This is an optimization exercise on Yosys and OpenROAD, whose aim is small area, not a production implementation. In this exercise RTL edits were held to simulation tests only and were not proved equivalent to the original. No activity file was given, so power comes from the tool's default toggle rates.

### flow/config.mk
export PLATFORM = sky130hd
export DESIGN_NAME = itcs_softled
export DESIGN_NICKNAME = itcs_softled
export VERILOG_FILES = /design/flow/design.v
export SDC_FILE = /design/flow/constraint.sdc
export NUM_CORES = 4
export LEC_CHECK = 0
export CAP_MARGIN = 20
export CORE_MARGIN = 2
export CORE_UTILIZATION = 40
export SLEW_MARGIN = 20
### flow/constraint.sdc
create_clock -name core_clock -period 30.0 [get_ports {clk}]
set_input_delay 6.0000 -clock core_clock [delete_from_list [all_inputs] [get_ports {clk}]]
set_output_delay 6.0000 -clock core_clock [all_outputs]
set_load 0.01 [all_outputs]
### flow/design.v
module itcs_softled (
  input             clk,
  input             rst,
  input             cmd_valid,
  input      [7:0]  cmd_op,
  input      [7:0]  cmd_ch,
  input      [15:0] cmd_a,
  input             cmd_f0,
  output reg        rsp_valid,
  output reg        rsp_result,
  output reg        rsp_err,
  output            frame_start,
  output     [7:0]  led_out
);
  localparam [2:0] ST_NA  = 3'd0, ST_OFF = 3'd1, ST_ON  = 3'd2, ST_ACT = 3'd3,
                   ST_UPL = 3'd4, ST_UPC = 3'd5, ST_DNL = 3'd6, ST_DNC = 3'd7;
  localparam [2:0] PC_NONE = 3'd0, PC_ATT = 3'd1, PC_ON = 3'd2, PC_OFF = 3'd3,
                   PC_TOG = 3'd4, PC_WR = 3'd5, PC_RISE = 3'd6;
  localparam [2:0] E_IDLE = 3'd0, E_MULA = 3'd1, E_DIVA = 3'd2, E_MULB = 3'd3,
                   E_DIVB = 3'd4, E_MULR = 3'd5, E_DIVR = 3'd6;
  reg  [10:0] ph;
  wire        bnd     = (ph == 11'd1999);
  wire        ph_lo8  = (ph[10:3] == 8'd0);     
  wire        ph_last = (ph[10:3] == 8'd249);   
  wire [2:0]  hl      = ph[2:0];                
  assign frame_start = (ph == 11'd0);
  always @(posedge clk) begin
    if (rst || bnd) ph <= 11'd0;
    else            ph <= ph + 11'd1;
  end
  reg [2:0]  r_st   [0:7];
  reg        r_inv  [0:7];
  reg [6:0]  r_v    [0:7];    
  reg [14:0] r_s    [0:7];    
  reg [14:0] r_m    [0:7];    
  reg [10:0] r_duty [0:7];    
  reg [10:0] r_od   [0:7];    
  wire [2:0]  h_st   = r_st[0];
  wire        h_inv  = r_inv[0];
  wire [6:0]  h_v    = r_v[0];
  wire [14:0] h_s    = r_s[0];
  wire [14:0] h_m    = r_m[0];
  wire [10:0] h_duty = r_duty[0];
  wire [10:0] h_od   = r_od[0];
  wire h_ramp  = h_st[2];
  wire h_up    = h_st[2] & ~h_st[1];
  wire h_curve = h_st[0];
  wire h_run   = h_st[2] | (h_st == ST_ACT);
  wire h_seton = (h_st == ST_ON) | (h_st == ST_ACT) | h_up;
  wire h_att   = (h_st != ST_NA);
  reg [2:0]  n_st;
  reg        n_inv;
  reg [6:0]  n_v;
  reg [14:0] n_s;
  reg [14:0] n_m;
  reg [10:0] n_duty;
  reg [10:0] n_od;
  integer k;
  always @(posedge clk) begin
    for (k = 0; k < 7; k = k + 1) begin
      r_st[k]   <= r_st[k+1];
      r_inv[k]  <= r_inv[k+1];
      r_v[k]    <= r_v[k+1];
      r_s[k]    <= r_s[k+1];
      r_m[k]    <= r_m[k+1];
      r_duty[k] <= r_duty[k+1];
      r_od[k]   <= r_od[k+1];
    end
    r_st[7]   <= n_st;
    r_inv[7]  <= n_inv;
    r_v[7]    <= n_v;
    r_s[7]    <= n_s;
    r_m[7]    <= n_m;
    r_duty[7] <= n_duty;
    r_od[7]   <= n_od;
    if (rst)
      for (k = 0; k < 8; k = k + 1) r_st[k] <= ST_NA;
  end
  reg  [2:0]  eng;
  reg         v2;       
  reg  [14:0] H;        
  reg  [14:0] L;        
  reg  [14:0] B;        
  reg  [2:0]  cur;      
  reg         fs;       
  reg  [2:0]  pc;       
  wire        at_cur = (hl == cur);
  wire        sw     = at_cur & v2;      
  wire        cmd_here = (pc != PC_NONE) & at_cur;
  wire        is_div = (eng == E_DIVA) | (eng == E_DIVB) | (eng == E_DIVR);
  wire [15:0] add_a  = is_div ? {H, L[14]} : {1'b0, H};
  wire [15:0] add_b  = is_div ? ~{1'b0, B} : (L[0] ? {1'b0, B} : 16'd0);
  wire [16:0] add_s  = {1'b0, add_a} + {1'b0, add_b} + {16'd0, is_div};
  wire        q_bit  = add_s[16];        
  wire [10:0] raw    = L[10:0];
  wire [10:0] clamped = (raw < 11'd20) ? 11'd20 : (raw > 11'd1980) ? 11'd1980 : raw;
  wire [10:0] v20 = {n_v, 4'd0} + {2'd0, n_v, 2'd0};
  wire        op_att  = (cmd_op == 8'h20);
  wire        op_on   = (cmd_op == 8'h21);
  wire        op_off  = (cmd_op == 8'h22);
  wire        op_tog  = (cmd_op == 8'h23);
  wire        op_wr   = (cmd_op == 8'h24);
  wire        op_rise = (cmd_op == 8'h25);
  wire        op_nop  = (cmd_op == 8'h00);
  wire        op_led  = op_att | op_on | op_off | op_tog | op_wr | op_rise;
  wire        ch_ok   = (cmd_ch[7:3] == 5'd0);
  wire [6:0]  c_v     = (cmd_a > 16'd100) ? 7'd100 : cmd_a[6:0];
  wire [14:0] c_nm    = (cmd_a[15:1] == 15'd0) ? 15'd1 : cmd_a[15:1];
  wire [2:0]  c_pc    = op_att ? PC_ATT : op_on ? PC_ON : op_off ? PC_OFF :
                        op_tog ? PC_TOG : op_wr ? PC_WR : PC_RISE;
  wire [6:0]  b_v     = B[6:0];
  wire        b_f0    = B[14];
  wire        want_on = (pc == PC_ON)  ? 1'b1 :
                        (pc == PC_OFF) ? 1'b0 :
                        (pc == PC_TOG) ? ~h_seton :
                                         (b_v != 7'd0);
  wire        is_sw   = (pc == PC_ON) | (pc == PC_OFF) | (pc == PC_TOG) | (pc == PC_WR);
  wire [15:0] s_inc  = {1'b0, h_s} + 16'd1;
  wire [14:0] s_dec  = h_s - 15'd1;
  always @(*) begin
    n_st   = h_st;
    n_inv  = h_inv;
    n_v    = h_v;
    n_s    = h_s;
    n_m    = h_m;
    n_duty = h_duty;
    n_od   = h_od;
    if (ph_lo8) begin
      n_od = h_run ? h_duty : 11'd0;
      if (h_ramp) begin
        if (h_up) begin
          if (s_inc >= {1'b0, h_m}) begin
            n_s = h_m;
            if (h_v == 7'd100) n_st = ST_ON;
            else               n_st = ST_ACT;
          end else
            n_s = s_inc[14:0];
        end else begin
          if (h_s <= 15'd1) begin
            n_s  = 15'd0;
            n_st = ST_OFF;
          end else
            n_s = s_dec;
        end
      end
    end
    if (cmd_here) begin
      if (pc == PC_ATT) begin
        if (!h_att) begin
          n_st  = ST_OFF;
          n_inv = b_f0;
          n_v   = 7'd100;
          n_s   = 15'd0;
          n_m   = 15'd25;
        end
      end else if (is_sw && h_att) begin
        if (pc == PC_WR && b_v != 7'd0)
          n_v = b_v;
        if (want_on != h_seton) begin
          n_st = want_on ? (b_f0 ? ST_UPC : ST_UPL) : (b_f0 ? ST_DNC : ST_DNL);
          if (!h_run) n_duty = (h_st == ST_ON) ? 11'd1980 : 11'd20;
        end else if (pc == PC_WR && b_v != 7'd0 &&
                     (h_st == ST_ON || h_st == ST_ACT)) begin
          if (b_v == 7'd100) n_st = ST_ON;
          else               n_st = ST_ACT;
        end
      end
    end
    if (n_st == ST_ACT) n_duty = v20;
    if (sw && eng == E_MULR) n_m = B;                 
    if (sw && eng == E_DIVR) n_s = L;                 
    if (sw && eng == E_DIVB) n_duty = clamped;        
  end
  always @(posedge clk) begin
    if (rst) begin
      eng <= E_IDLE;
      v2  <= 1'b0;
      fs  <= 1'b0;
      pc  <= PC_NONE;
      rsp_valid  <= 1'b0;
      rsp_result <= 1'b0;
      rsp_err    <= 1'b0;
    end else begin
      rsp_valid <= 1'b0;
      if (cmd_valid) begin
        if (op_led && ch_ok) begin
          pc  <= c_pc;
          cur <= cmd_ch[2:0];
          B   <= op_rise ? c_nm : {cmd_f0, 7'd0, c_v};
        end else begin
          rsp_valid  <= 1'b1;
          rsp_result <= 1'b0;
          rsp_err    <= ~op_nop & ~op_led;
        end
      end
      if (cmd_here) begin
        pc         <= PC_NONE;
        rsp_valid  <= 1'b1;
        rsp_result <= (pc == PC_ATT) & ~h_att;
        rsp_err    <= 1'b0;
      end
      if (ph == 11'd7) begin
        fs  <= 1'b1;
        cur <= 3'd0;
      end
      case (eng)
        E_IDLE: begin
          v2 <= 1'b0;
          H  <= 15'd0;
          if (cmd_here && pc == PC_RISE && h_att) begin
            eng <= E_MULR;
            L   <= h_s;
          end else if (fs && at_cur && !ph_lo8) begin
            if (h_ramp) begin
              eng <= h_curve ? E_MULA : E_MULB;
              L   <= h_s;
              B   <= h_curve ? h_s : v20;
            end else begin
              cur <= cur + 3'd1;
              if (cur == 3'd7) fs <= 1'b0;
            end
          end
        end
        E_MULA, E_MULB, E_MULR: begin
          if (sw) begin
            v2  <= 1'b0;
            B   <= h_m;
            eng <= (eng == E_MULA) ? E_DIVA : (eng == E_MULB) ? E_DIVB : E_DIVR;
          end else begin
            if (at_cur) v2 <= 1'b1;
            H <= add_s[15:1];
            L <= {add_s[0], L[14:1]};
          end
        end
        default: begin  
          if (sw) begin
            v2 <= 1'b0;
            if (eng == E_DIVA) begin
              eng <= E_MULB;
              H   <= 15'd0;
              B   <= v20;
            end else begin
              eng <= E_IDLE;
              if (eng == E_DIVB) begin
                cur <= cur + 3'd1;
                if (cur == 3'd7) fs <= 1'b0;
              end
            end
          end else begin
            if (at_cur) v2 <= 1'b1;
            H <= q_bit ? add_s[14:0] : {H[13:0], L[14]};
            L <= {L[13:0], q_bit};
          end
        end
      endcase
    end
  end
  reg  [7:0] pin;
  reg  [2:0] tmr [0:7];
  assign led_out = pin;
  wire        h_init = h_att & (h_inv ^ (h_st != ST_OFF));      
  wire [10:0] ev_at  = ph_last ? 11'd2000 : h_od;
  wire        ev_val = ph_last ? h_init : h_inv;
  wire [10:0] ev_d   = ev_at - ph - 11'd1;
  wire        sched  = ~ph_lo8 & (ev_d[10:3] == 8'd0) & (ev_val != pin[hl]);
  genvar g;
  generate
    for (g = 0; g < 8; g = g + 1) begin : gen_pin
      wire vis  = (hl == g);
      wire ld   = vis & sched;
      wire fire = (ld & (ev_d[2:0] == 3'd0)) | (tmr[g] == 3'd1);
      always @(posedge clk) begin
        if (rst) begin
          pin[g] <= 1'b0;
          tmr[g] <= 3'd0;
        end else begin
          if (fire) pin[g] <= ~pin[g];
          if (ld && ev_d[2:0] != 3'd0) tmr[g] <= ev_d[2:0];
          else if (tmr[g] != 3'd0)     tmr[g] <= tmr[g] - 3'd1;
        end
      end
    end
  endgenerate
endmodule
### flow/run.sh
#!/bin/bash
# synth_recipe.tcl (not shown) runs the flow's synth.tcl, then flattens the netlist and writes it again
# the make line also repeats each setting of config.mk as NAME=value (left out here)
make -C /OpenROAD-flow-scripts/flow DESIGN_CONFIG=/design/flow/config.mk WORK_HOME=/design/flow/orfs CLKGATE_MAP_FILE= SYNTH_SCRIPT=/design/flow/synth_recipe.tcl finish
==> impl_metrics.yaml <==
status:
  status: "complete, no violations"
clock_network:
  cts_sinks: 606
  ctsResizeCount: 0
  insertion_delay_ps: 630
  cts_tree: "yes"
  postCtsSetupBuffers: 0
  clock_path_buffers: 3
  clock-root-buffer: "clkbuf_16"
  cts_max_level: 2
  path_clk_slew_ps: 70
  cts_buffers: 56
  postCtsHoldBufs: 0
worst_setup_path:
  crit_type: "in -> reg"
  r2r_cells: 16
  startpoint_type: "primary input"
  cpMostUsedCell: "nand2_1"
  ff2ff_setup_slack_ps: 24540
  crit_required_ps: 30380
  cp-end-kind: "flip-flop"
  r2r_start: "eng[0]"
  cp_max_fo: 26
  cp-startpoint: "cmd_op[3]"
  arrival_ps: 9240
  critPathSlowestCell: "nand2_1"
  timing.rr.end: "H[5]"
  max_stage_delay_ps: 680
  crit_chain: "clkdlybuf4s50_1 > nor4_1 > nand2_1 > a2111oi_0 > nand2_1 > a221o_1 > o21ai_0 > a21oi_1 > a211o_1"
yosys:
  synthDistinctLibCells: 80
  synthCells: 2042
  synthesis.area_um2: 21200
  synth.avg_cell_area_um2: 10.4
  ys_seq_area_share_pct: 59.4
  ys_async_sr_fraction_pct: 0
  yosys_warnings: 9
  netlist.area_leader.share_pct: 52.6
  ys_dominant_reg_cell: "dfxtp_1"
  synth_edf_count: 48
  synth_top_area_cell: "dfxtp_1"
  synthesis.nets: 2161
  ys_seq_elements: 606
  ys_top_cells_by_area: "dfxtp_1, edfxtp_1, ha_1, nand2_1, nor2_1"
final_layout:
  final_common_cell: "dfxtp_1"
  final_cell_mix: "dfxtp_1, nand2_1, nor2_1"
  layout.nets: 2188
  finalInstanceArea_um2: 24300
  area_delta_synth_final_pct: 14.3
  fillers: 4883
  drive_gt1_share_pct: 7.23
  antenna_cells: 0
sta:
  setup_ws_ps: 21140
  rsz0062_at_grt: "no"
  setup_violations: 0
  hold_ws_ps: 297
  post-route-min-period_ps: 8860
  timing.final.crit_share_pct: 29.5
  finalClockSkew_ps: 31.6
  fmax_mhz: 113
  worst_slew_pin_slew_ps: 1060
  slew_violations: 0
  relSlewSlack_pct: 28.6
  finalHoldViolCount: 0
  tns_ps: 0
floorplan:
  start_util_pct: 40.4
  row_count: 84
  die_x_um: 234
  core-area_um2: 52600
  die_area_um2: 55000
  fp.dieH_um: 234
  ios: 48
grt:
  grt_pass1_vias: 14409
  antenna_found_initial: 0
  grt_max_degree: 79
  globalRouteOverflowTotal: 0
  track_usage_pct: 18.5
  grt_pass1_wl_um: 78700
min_path:
  hold_class: "reg -> reg"
  hp-start: "r_v[6][1]"
  min_path_cells: 0
  whs_endpoint: "r_v[5][1]"
job:
  cap_viol_max_count: 0
route:
  vias: 14947
  antenna_left: 0
  drt-pass1-iter-count: 5
  wire_per_inst_um: 18.1
  vias_per_cell: 5.33
  drt-initial-drc-count: 1122
  drc: 0
  wl_um: 50800
placed_design:
  port_buffers: 47
  routabilityCongestion: 0.890
  pre_cts_ws_ps: 20550
  placed_area_um2: 22400
  hpwlAfterDp_um: 35400
pwr:
  leakage_nw: 9.50
  vdd_drop_max_mv: 0.0636
  powerDensity_nw_per_um2: 82.3
  power_mw: 2.00
==> state kept, by name (all words and copies together) (netlist names), 24 cells and up <==
register and count:
r_duty 88, r_m 120, r_od 88, r_s 120
r_st 24, r_v 56, tmr 24
==> worst max path at each step <==
| stage | endpoint | slack (ps) | cells after the start |
|---|---|---|---|
| floorplan | B[14] | 21870 | 8 |
| global placement | B[14] | 20640 | 9 |
| detailed placement | B[14] | 20550 | 9 |
| CTS | B[14] | 21220 | 9 |
| global route | B[14] | 20790 | 9 |
| finish | B[14] | 21140 | 9 |
==> area by class of cell <==
| class | count | area, um^2 | share of cell area, % |
|---|---|---|---|
| inverters | 73 | 274 | 1.13 |
| well taps | 688 | 861 | 3.55 |
| clock buffers | 73 | 1540 | 6.32 |
| flip-flops and latches | 606 | 12600 | 52.0 |
| multi-input cells | 1263 | 7990 | 32.9 |
| repair buffers | 69 | 631 | 2.60 |
| clock inverters | 32 | 373 | 1.54 |
==> through the flow <==
stage          utilization (%)  instances
3_5_place_dp              42.5       2699
4_1_cts                   46.2       2804
6_report                  46.2       2804
3_3_place_gp              42.5       2699
5_1_grt                   46.2       2804
2_1_floorplan                -       2042
==> where the power goes <==
part           switching (mW)  internal, mW  leakage, nW
Clock                   0.308         0.410        0.946
Sequential             0.0455         0.864         4.98
Combinational           0.210         0.160         3.58
Total                   0.564          1.43         9.50
==> critical path: cells and delay by family <==
kind	cells	cell delay, ps
and+or+nand+nor	3	1240
AOI/OAI and AO/OA	5	1590
buffers and inverters	1	400
==> cell usage after synthesis, drive strengths merged, types with 7 or more instances <==
library cell,count
clkbuf,87
xor2,19
o21ai,106
a311oi,7
a22o,7
dfxtp,558
or3,13
a211oi,14
buf,13
edfxtp,48
a22oi,7
ha,79
nand4,15
nand2,196
nand2b,19
mux2i,19
nor2b,47
nor2,159
and2,15
a21oi,101
o32ai,13
o211ai,22
a31oi,26
nor3b,8
xnor2,35
nand3,55
o22ai,28
and3,9
or2,12
a21o,12
nor4b,10
o31ai,22
a31o,7
o21a,8
inv,72
a32oi,7
nor3,45
or4,7
nor4,21
==> cell families (layout without fill, tap and decap cells) <==
logic type | Yosys count | count (layout) | synth area share, %
AOI/OAI and AO/OA | 454 | 454 | 14.0
xor gates and xnor gates | 54 | 54 | 2.23
adders and majority gates | 83 | 83 | 5.03
buffers and inverters | 173 | 247 | 3.13
DFF | 606 | 606 | 59.4
muxes | 27 | 27 | 1.43
and+or+nand+nor | 645 | 645 | 14.8
==> layer usage <==
metal,vias up,GRT usage [%],wire (um)
met1,7168,24.2,23200
met4,0,8.88,2180
met2,390,29.5,22900
met3,121,3.44,2500
met5,-,0,0
li1,7268,-,-

-- static timing again, ports no longer ideal --
How much do the figures lean on ideal ports? The routed layout below was timed once more, with nothing changed but the port constraints. Step 1: set_driving_cell puts a clkbuf_16 on clk and a buf_2 on each other input, an assumption about the parent block. Step 2, shift: input delay + t, output delay - t, t = (earliest + latest rising clock arrival at the registers) / 2. This alone moves slack from input paths to output paths. Slacks: ideal / step 1 / step 2; pairs: ideal / step 1.
t, ns: 0.668
setup WS [ns]: 21.140 / 21.167 / 20.499
worst slew at a driven data input, ns: 0.13
After both steps setup and hold are still met in this run. For this run, drivers alone change the setup slack by +0.027 ns; drivers and shift together by -0.641 ns.
